Background: an optimization exercise with open tools, aiming at small area. Do not read the settings as production practice. In this exercise RTL edits were held to simulation tests only and were not proved equivalent to the original. Power is estimated from default activity; no workload was simulated.

pine:
==> flow/design.v (excerpt) <==
module cwe_core (
    input  wire        clk,
    input  wire        rst,             
    input  wire        req_valid,
    output wire        req_ready,
    input  wire [3:0]  req_op,
    input  wire        req_dir,         
    input  wire [31:0] req_a0,
    input  wire [31:0] req_a1,
    output wire        res_valid,
    output wire [3:0]  res_status,
    output reg  [31:0] res_value,
    output wire [31:0] res_x1,
    output wire        res_len8,
    output wire [7:0]  res_terr,
    output wire        t_req_valid,
    output reg  [2:0]  t_req_kind,      
    output reg  [31:0] t_req_word,      
    output reg  [15:0] t_req_len,       
    input  wire        t_ack,
    input  wire        t_err,
    input  wire [7:0]  t_errcode,
    input  wire [31:0] t_rdata,         
    output wire        p_resume_req,    
    input  wire        p_done,
    input  wire        p_ok,
    output wire        p_release,       
    output wire        clk_enable,      
    input  wire        completion,
    input  wire        tick,
    input  wire [31:0] now,
    output reg  [31:0] last_resp,
    output reg  [31:0] last_ts,
    output reg         last_valid,
    output reg         cmode,           
    output wire [2:0]  wstate
);
==> flow/config.mk <==
export PLATFORM = sky130hd
export DESIGN_NAME = cwe_core
export DESIGN_NICKNAME = cwe_core
export VERILOG_FILES = /design/flow/design.v
export SDC_FILE = /design/flow/constraint.sdc
export NUM_CORES = 4
export LEC_CHECK = 0
export CAP_MARGIN = 20
export CORE_MARGIN = 2
export CORE_UTILIZATION = 25
export CTS_BUF_LIST = sky130_fd_sc_hd__clkbuf_16
export CTS_CLUSTER_DIAMETER = 100
export CTS_CLUSTER_SIZE = 20
export SLEW_MARGIN = 20
==> flow/constraint.sdc <==
create_clock -name core_clock -period 10.0 [get_ports {clk}]
set_input_delay 2.0000 -clock core_clock [delete_from_list [all_inputs] [get_ports {clk}]]
set_output_delay 2.0000 -clock core_clock [all_outputs]
set_load 0.01 [all_outputs]
standard.sh (not shown) runs the stock make flow with config.mk's settings and CLKGATE_MAP_FILE= SYNTH_SCRIPT=/design/flow/synth_recipe.tcl, a recipe that flattens the netlist after the stock synthesis.
==> flow/flow/run.sh <==
#!/bin/bash
# Standard layout with an area-oriented ABC mapping.
# 2. The same synthesis script again, with ABC's mapping script swapped for
#    flow/abc_area.script and buf_1 for the buffers on pass-through outputs (every other
#    pass unchanged, so the registers are the same).
# 3. If both netlists have the same registers (instance names and cell types), the area
#    netlist replaces the standard one; otherwise the standard one is kept.
# 4. standard.sh lays the netlist out (floorplan to finish) and writes out/final.def, with
#    buf_1 as the port buffer.
# Each tool's full output goes to a log file in this folder (and ORFS's own logs under orfs/logs).
set -euo pipefail
W=$(pwd)
F=$W/flow
R=$W/orfs/results/$FLOW_PLATFORM/cwe_core/base

bash standard.sh synth > "$W/std_synth.log" 2>&1
cp "$R/1_2_yosys.v" "$W/std_1_2_yosys.v"

{
  cat <<TCL
proc abc {args} {
  set i [lsearch -exact \$args -script]
  if {\$i >= 0} { set args [lreplace \$args \$i [expr {\$i + 1}]] }
  yosys abc -script $F/abc_area.script {*}\$args
}
TCL
  cat "$W/synth_recipe.tcl"
} > "$W/area_synth.tcl"

use_area=0
if make -C "$FLOW_HOME" DESIGN_CONFIG="$W/config.mk" WORK_HOME="$W/orfs" CLKGATE_MAP_FILE= \
     SYNTH_SCRIPT="$W/area_synth.tcl" MIN_BUF_CELL_AND_PORTS="sky130_fd_sc_hd__buf_1 A X" \
     do-yosys > "$W/area_synth.log" 2>&1; then
  # registers: cell instances with a clock (or latch gate) pin
  regs() {
    awk '/^[ \t]*sky130_fd_sc_hd__/ {cell=$1; name=$2; clk=0}
         /\.(CLK|CLK_N|GATE|GATE_N)\(/ {clk=1}
         /\);/ {if (cell != "" && clk) print cell, name; cell=""}' "$1" | sort
  }
  regs "$W/std_1_2_yosys.v" > "$W/regs_std.txt"
  regs "$R/1_2_yosys.v" > "$W/regs_area.txt"
  if [[ -s "$W/regs_std.txt" ]] && cmp -s "$W/regs_std.txt" "$W/regs_area.txt"; then
    use_area=1
  fi
fi
if [[ $use_area == 1 ]]; then
  echo "area netlist used" > "$W/netlist_choice.log"
else
  echo "standard netlist used" > "$W/netlist_choice.log"
  cp "$W/std_1_2_yosys.v" "$R/1_2_yosys.v"
fi
cp "$W/std_synth.log" "$W/orfs/logs/$FLOW_PLATFORM/cwe_core/base/1_2_yosys_std.log" 2>/dev/null || true

# every input and output port gets a buffer, as in the standard flow; the buffer is the
# platform's smallest one (buf_1) instead of the 10 um2 delay buffer buffer_ports picks by itself
# clock tree: the clustering of config.mk, without the dummy loads CTS adds to balance leaf loads
export BUFFER_PORTS_ARGS="-buffer_cell sky130_fd_sc_hd__buf_1"
export CTS_ARGS="-sink_clustering_enable -repair_clock_nets -sink_clustering_size 20 -sink_clustering_max_diameter 100 -buf_list sky130_fd_sc_hd__clkbuf_16 -dont_use_dummy_load"
bash standard.sh > "$W/std_finish.log" 2>&1
Other scripts of this flow, unchanged in this note and not shown: flow/flow/abc_area.script
pine ended with every stage complete and zero timing, DRC or antenna violations.
For birch, these inputs were changed with respect to pine:
--- a/flow/flow/run.sh
+++ b/flow/flow/run.sh
@@ -4,2 +4 @@
-#    flow/abc_area.script and buf_1 for the buffers on pass-through outputs (every other
-#    pass unchanged, so the registers are the same).
+#    flow/abc_area.script (every other pass unchanged, so the registers are the same).
@@ -32,2 +31 @@
-     SYNTH_SCRIPT="$W/area_synth.tcl" MIN_BUF_CELL_AND_PORTS="sky130_fd_sc_hd__buf_1 A X" \
-     do-yosys > "$W/area_synth.log" 2>&1; then
+     SYNTH_SCRIPT="$W/area_synth.tcl" do-yosys > "$W/area_synth.log" 2>&1; then
@@ -56,4 +54 @@
-# clock tree: the clustering of config.mk, without the dummy loads CTS adds to balance leaf loads
-export BUFFER_PORTS_ARGS="-buffer_cell sky130_fd_sc_hd__buf_1"
-export CTS_ARGS="-sink_clustering_enable -repair_clock_nets -sink_clustering_size 20 -sink_clustering_max_diameter 100 -buf_list sky130_fd_sc_hd__clkbuf_16 -dont_use_dummy_load"
-bash standard.sh > "$W/std_finish.log" 2>&1
+BUFFER_PORTS_ARGS="-buffer_cell sky130_fd_sc_hd__buf_1" bash standard.sh > "$W/std_finish.log" 2>&1
Notes after the runs:
In the flow results for pine and birch, the utilization is smaller on pine.
birch against pine: global routing usage on met1 did not really move; routability-driven placement congestion ratio went up; effective utilization at floorplan did not really move; total clock buffers created by CTS went up.
Cmp birch vs pine: post-synthesis to final-layout area growth higher in birch
birch has placed wire-length estimate above what pine had.


cwe_core, a different RTL version from the one above (not shown whole).
Size: roughly 210 flip-flops, roughly 350 I/O pins, about 12,000 µm² of cells after synthesis.
## cwe_core
module cwe_core (
    input  wire        clk,
    input  wire        rst,             
    input  wire        req_valid,
    output wire        req_ready,
    input  wire [3:0]  req_op,
    input  wire        req_dir,         
    input  wire [31:0] req_a0,
    input  wire [31:0] req_a1,
    output wire        res_valid,
    output wire [3:0]  res_status,
    output reg  [31:0] res_value,
    output wire [31:0] res_x1,
    output wire        res_len8,
    output wire [7:0]  res_terr,
    output wire        t_req_valid,
    output reg  [2:0]  t_req_kind,      
    output reg  [31:0] t_req_word,      
    output reg  [15:0] t_req_len,       
    input  wire        t_ack,
    input  wire        t_err,
    input  wire [7:0]  t_errcode,
    input  wire [31:0] t_rdata,         
    output wire        p_resume_req,    
    input  wire        p_done,
    input  wire        p_ok,
    output wire        p_release,       
    output wire        clk_enable,      
    input  wire        completion,
    input  wire        tick,
    input  wire [31:0] now,
    output reg  [31:0] last_resp,
    output reg  [31:0] last_ts,
    output reg         last_valid,
    output reg         cmode,           
    output wire [2:0]  wstate
);
export LEC_CHECK = 0
export CAP_MARGIN = 20
export CORE_MARGIN = 2
export CORE_UTILIZATION = 25
export CTS_BUF_LIST = sky130_fd_sc_hd__clkbuf_8
export CTS_CLUSTER_DIAMETER = 80
export CTS_CLUSTER_SIZE = 15
export SLEW_MARGIN = 20
create_clock -name core_clock -period 10.0 [get_ports {clk}]
==> flow/flow/run.sh <==
#!/bin/bash
# Standard layout with an area-oriented ABC mapping.
# 2. The same synthesis script again, with ABC's mapping script swapped for
#    flow/abc_area.script and buf_1 for the buffers on pass-through outputs (every other
#    pass unchanged, so the registers are the same).
# 3. If both netlists have the same registers (instance names and cell types), the area
#    netlist replaces the standard one; otherwise the standard one is kept.
# 4. standard.sh lays the netlist out (floorplan to finish) and writes out/final.def, with
#    buf_1 as the port buffer.
# Each tool's full output goes to a log file in this folder (and ORFS's own logs under orfs/logs).
set -euo pipefail
W=$(pwd)
F=$W/flow
R=$W/orfs/results/$FLOW_PLATFORM/cwe_core/base

bash standard.sh synth > "$W/std_synth.log" 2>&1
cp "$R/1_2_yosys.v" "$W/std_1_2_yosys.v"

{
  cat <<TCL
proc abc {args} {
  set i [lsearch -exact \$args -script]
  if {\$i >= 0} { set args [lreplace \$args \$i [expr {\$i + 1}]] }
  yosys abc -script $F/abc_area.script {*}\$args
}
TCL
  cat "$W/synth_recipe.tcl"
} > "$W/area_synth.tcl"

use_area=0
if make -C "$FLOW_HOME" DESIGN_CONFIG="$W/config.mk" WORK_HOME="$W/orfs" CLKGATE_MAP_FILE= \
     SYNTH_SCRIPT="$W/area_synth.tcl" MIN_BUF_CELL_AND_PORTS="sky130_fd_sc_hd__buf_1 A X" \
     do-yosys > "$W/area_synth.log" 2>&1; then
  # registers: cell instances with a clock (or latch gate) pin
  regs() {
    awk '/^[ \t]*sky130_fd_sc_hd__/ {cell=$1; name=$2; clk=0}
         /\.(CLK|CLK_N|GATE|GATE_N)\(/ {clk=1}
         /\);/ {if (cell != "" && clk) print cell, name; cell=""}' "$1" | sort
  }
  regs "$W/std_1_2_yosys.v" > "$W/regs_std.txt"
  regs "$R/1_2_yosys.v" > "$W/regs_area.txt"
  if [[ -s "$W/regs_std.txt" ]] && cmp -s "$W/regs_std.txt" "$W/regs_area.txt"; then
    use_area=1
  fi
fi
if [[ $use_area == 1 ]]; then
  echo "area netlist used" > "$W/netlist_choice.log"
else
  echo "standard netlist used" > "$W/netlist_choice.log"
  cp "$W/std_1_2_yosys.v" "$R/1_2_yosys.v"
fi
cp "$W/std_synth.log" "$W/orfs/logs/$FLOW_PLATFORM/cwe_core/base/1_2_yosys_std.log" 2>/dev/null || true

# every input and output port gets a buffer, as in the standard flow; the buffer is the
# platform's smallest one (buf_1) instead of the 10 um2 delay buffer buffer_ports picks by itself
# clock tree: clkbuf_8 in clusters of up to 15 sinks within 80 um, without the dummy loads CTS
# adds to balance leaf loads
export BUFFER_PORTS_ARGS="-buffer_cell sky130_fd_sc_hd__buf_1"
export CTS_ARGS="-sink_clustering_enable -repair_clock_nets -sink_clustering_size 15 -sink_clustering_max_diameter 80 -buf_list sky130_fd_sc_hd__clkbuf_8 -dont_use_dummy_load"
bash standard.sh > "$W/std_finish.log" 2>&1
==> flow/flow/abc_area.script <==
strash
ifraig
dc2
strash
&get -n
&deepsyn -T 40
&put
&get -n
&dch -f
&nf -R 1000 -p -C 32 -F 8 -A 8
&put
strash
&get -n
&dch -f
&nf -R 1000 -p -C 32 -F 8 -A 8
&put
The starting point finished with timing, DRC and antenna clean.
Next try:
CAP_MARGIN = 10   (was 20)
CORE_UTILIZATION = 30   (was 25)
SLEW_MARGIN = 10   (was 20)
Result:
- The changed run finished with timing, DRC and antenna clean
- register-to-register slack is about the same
- routed wire length is lower by a few percent
- flip-flop and latch count is unchanged
- total power is lower slightly
- worst setup slack is worse by 0.015 ns
- core utilization went up by 6.0 points
- die area falls by about a fifth
- cell area drops slightly
Next try:
==> flow/flow/abc_area.script (replaced) <==
strash
ifraig
dc2
strash
&get -n
&dch -f
&nf -R 1000 -p -C 32 -F 8 -A 8
&put
strash
&get -n
&dch -f
&nf -R 1000 -p -C 32 -F 8 -A 8
&put
CAP_MARGIN = 20   (was 10)
CORE_UTILIZATION = 25   (was 30)
SLEW_MARGIN = 20   (was 10)
Effect: The changed run passed the timing, design-rule and antenna checks. Wire length came out higher by 3.7%. Sequential power came out lower by about 3%. Power came out higher by 0.31%. Final area came out higher by 5.0%. Setup slack improved by 0.071 ns.
Next try:
--- a/flow/flow/abc_area.script
+++ b/flow/flow/abc_area.script
@@ -3,4 +3,7 @@
 dc2
 strash
+&get -n
+&deepsyn -T 40
+&put
 &get -n
 &dch -f
CAP_MARGIN = 10   (was 20)
CORE_UTILIZATION = 30   (was 25)
PLACE_DENSITY = 0.75   (was not set)
SLEW_MARGIN = 10   (was 20)
After rerunning: Via count drops by a few percent. Synthesized cell count went down by a few percent. Power barely changes.


Another version of the RTL of cwe_core (not shown whole).
For scale: about 220 flip-flops, roughly 350 I/O pins, about 14000 µm² of cells after synthesis.
==> flow/design.v (excerpt) <==
module cwe_core (
    input  wire        clk,
    input  wire        rst,             
    input  wire        req_valid,
    output wire        req_ready,
    input  wire [3:0]  req_op,
    input  wire        req_dir,         
    input  wire [31:0] req_a0,
    input  wire [31:0] req_a1,
    output wire        res_valid,
    output wire [3:0]  res_status,
    output reg  [31:0] res_value,
    output wire [31:0] res_x1,
    output wire        res_len8,
    output wire [7:0]  res_terr,
    output wire        t_req_valid,
    output reg  [2:0]  t_req_kind,      
    output reg  [31:0] t_req_word,      
    output reg  [15:0] t_req_len,       
    input  wire        t_ack,
    input  wire        t_err,
    input  wire [7:0]  t_errcode,
    input  wire [31:0] t_rdata,         
    output wire        p_resume_req,    
    input  wire        p_done,
    input  wire        p_ok,
    output wire        p_release,       
    output wire        clk_enable,      
    input  wire        completion,
    input  wire        tick,
    input  wire [31:0] now,
    output reg  [31:0] last_resp,
    output reg  [31:0] last_ts,
    output reg         last_valid,
    output reg         cmode,           
    output wire [2:0]  wstate
);
clock: 10.0 ns
lec_check: 0
cap_margin: 20
core_margin: 2
core_utilization: 30
slew_margin: 20
run.sh (not shown) runs the stock make flow with config.mk's settings and CLKGATE_MAP_FILE= SYNTH_SCRIPT=/design/flow/synth_recipe.tcl, a recipe that flattens the netlist after the stock synthesis.
Stock flow here: none of the scripts above is used.
Rerun with:
==> flow/flow/run.sh (new file) <==
#!/bin/bash
# Standard layout with an area-oriented ABC mapping.
# 2. The same synthesis script again, with ABC's mapping script swapped for
#    flow/abc_area.script (every other pass unchanged, so the registers are the same).
# 3. If both netlists have the same registers (instance names and cell types), the area
#    netlist replaces the standard one; otherwise the standard one is kept.
# 4. standard.sh lays the netlist out (floorplan to finish) and writes out/final.def.
# Each tool's full output goes to a log file in this folder (and ORFS's own logs under orfs/logs).
set -euo pipefail
W=$(pwd)
F=$W/flow
R=$W/orfs/results/$FLOW_PLATFORM/cwe_core/base

bash standard.sh synth > "$W/std_synth.log" 2>&1
cp "$R/1_2_yosys.v" "$W/std_1_2_yosys.v"

{
  cat <<TCL
proc abc {args} {
  set i [lsearch -exact \$args -script]
  if {\$i >= 0} { set args [lreplace \$args \$i [expr {\$i + 1}]] }
  yosys abc -script $F/abc_area.script {*}\$args
}
TCL
  cat "$W/synth_recipe.tcl"
} > "$W/area_synth.tcl"

use_area=0
if make -C "$FLOW_HOME" DESIGN_CONFIG="$W/config.mk" WORK_HOME="$W/orfs" CLKGATE_MAP_FILE= \
     SYNTH_SCRIPT="$W/area_synth.tcl" do-yosys > "$W/area_synth.log" 2>&1; then
  # registers: cell instances with a clock (or latch gate) pin
  regs() {
    awk '/^[ \t]*sky130_fd_sc_hd__/ {cell=$1; name=$2; clk=0}
         /\.(CLK|CLK_N|GATE|GATE_N)\(/ {clk=1}
         /\);/ {if (cell != "" && clk) print cell, name; cell=""}' "$1" | sort
  }
  regs "$W/std_1_2_yosys.v" > "$W/regs_std.txt"
  regs "$R/1_2_yosys.v" > "$W/regs_area.txt"
  if [[ -s "$W/regs_std.txt" ]] && cmp -s "$W/regs_std.txt" "$W/regs_area.txt"; then
    use_area=1
  fi
fi
if [[ $use_area == 1 ]]; then
  echo "area netlist used" > "$W/netlist_choice.log"
else
  echo "standard netlist used" > "$W/netlist_choice.log"
  cp "$W/std_1_2_yosys.v" "$R/1_2_yosys.v"
fi
cp "$W/std_synth.log" "$W/orfs/logs/$FLOW_PLATFORM/cwe_core/base/1_2_yosys_std.log" 2>/dev/null || true

bash standard.sh > "$W/std_finish.log" 2>&1
==> flow/flow/abc_area.script (new file) <==
strash
ifraig
dc2
strash
&get -n
&dch -f
&nf -R 1000 -p -C 32 -F 8 -A 8
&put
strash
&get -n
&dch -f
&nf -R 1000 -p -C 32 -F 8 -A 8
&put
==> flow/standard.sh (new file) <==
#!/bin/bash
# synth_recipe.tcl (not shown) runs the flow's synth.tcl, then flattens the netlist and writes it again
# the make line also repeats each setting of config.mk as NAME=value (left out here)
make -C /OpenROAD-flow-scripts/flow DESIGN_CONFIG=/design/flow/config.mk WORK_HOME=/design/flow/orfs CLKGATE_MAP_FILE= SYNTH_SCRIPT=/design/flow/synth_recipe.tcl "${@:-finish}"
Settings changed: CORE_UTILIZATION 30 to 25, CTS_BUF_LIST from default to sky130_fd_sc_hd__clkbuf_16, CTS_CLUSTER_DIAMETER from default to 100, CTS_CLUSTER_SIZE from default to 20.
removed: flow/run.sh
Outcome: Maximum frequency came out lower by 3.7%. Sequential power decreases by about 4%. Setup slack gets worse by 0.25 ns. Wire length went down by 4.4%. Power shrinks by 8.9%. Sequential cell count does not change. Synthesized cell count decreases by 16%. Hold slack gets worse by 0.018 ns. Clock power came out lower by 31%. Cell area shrinks by 6.6%.

[afterwards: timing with drivers on the ports]
The results above use ideal ports. As a check the final layouts listed here were re-extracted and re-timed, cells and wires unchanged. Step 1: set_driving_cell puts a clkbuf_16 on clk and a buf_2 on each other input, an assumption about the parent block. Step 2, shift: input delay + t, output delay - t, t = (earliest + latest rising clock arrival at the registers) / 2. This alone moves slack from input paths to output paths. Three values: ideal, step 1, step 2; two values: the first two.
run | t, ns | setup WS [ns] | worst setup path at the end | slew at the worst register clock pin (ns)
pine | 0.568 | 3.340 / 3.283 / 3.850 | register to output | 0.10 / 0.10
birch | 0.575 | 3.282 / 3.230 / 3.805 | register to output | 0.10 / 0.10
the first run of note 2 | 0.601 | 2.603 / 2.554 / 3.155 | register to output | 0.12 / 0.12
the second run of note 2 | 0.583 | 2.588 / 2.543 / 3.126 | register to output | 0.11 / 0.11
the third run of note 2 | 0.621 | 2.659 / 2.609 / 3.229 | register to output | 0.11 / 0.11
the fourth run of note 2 | 0.600 | 2.199 / 2.151 / 2.751 | register to output | 0.11 / 0.11
the first run of note 3 | 0.613 | 3.395 / 3.341 / 3.954 | register to output | 0.07 / 0.07
the second run of note 3 | 0.576 | 3.144 / 3.087 / 3.662 | register to output | 0.10 / 0.10
After both steps every run listed still meets setup and hold.
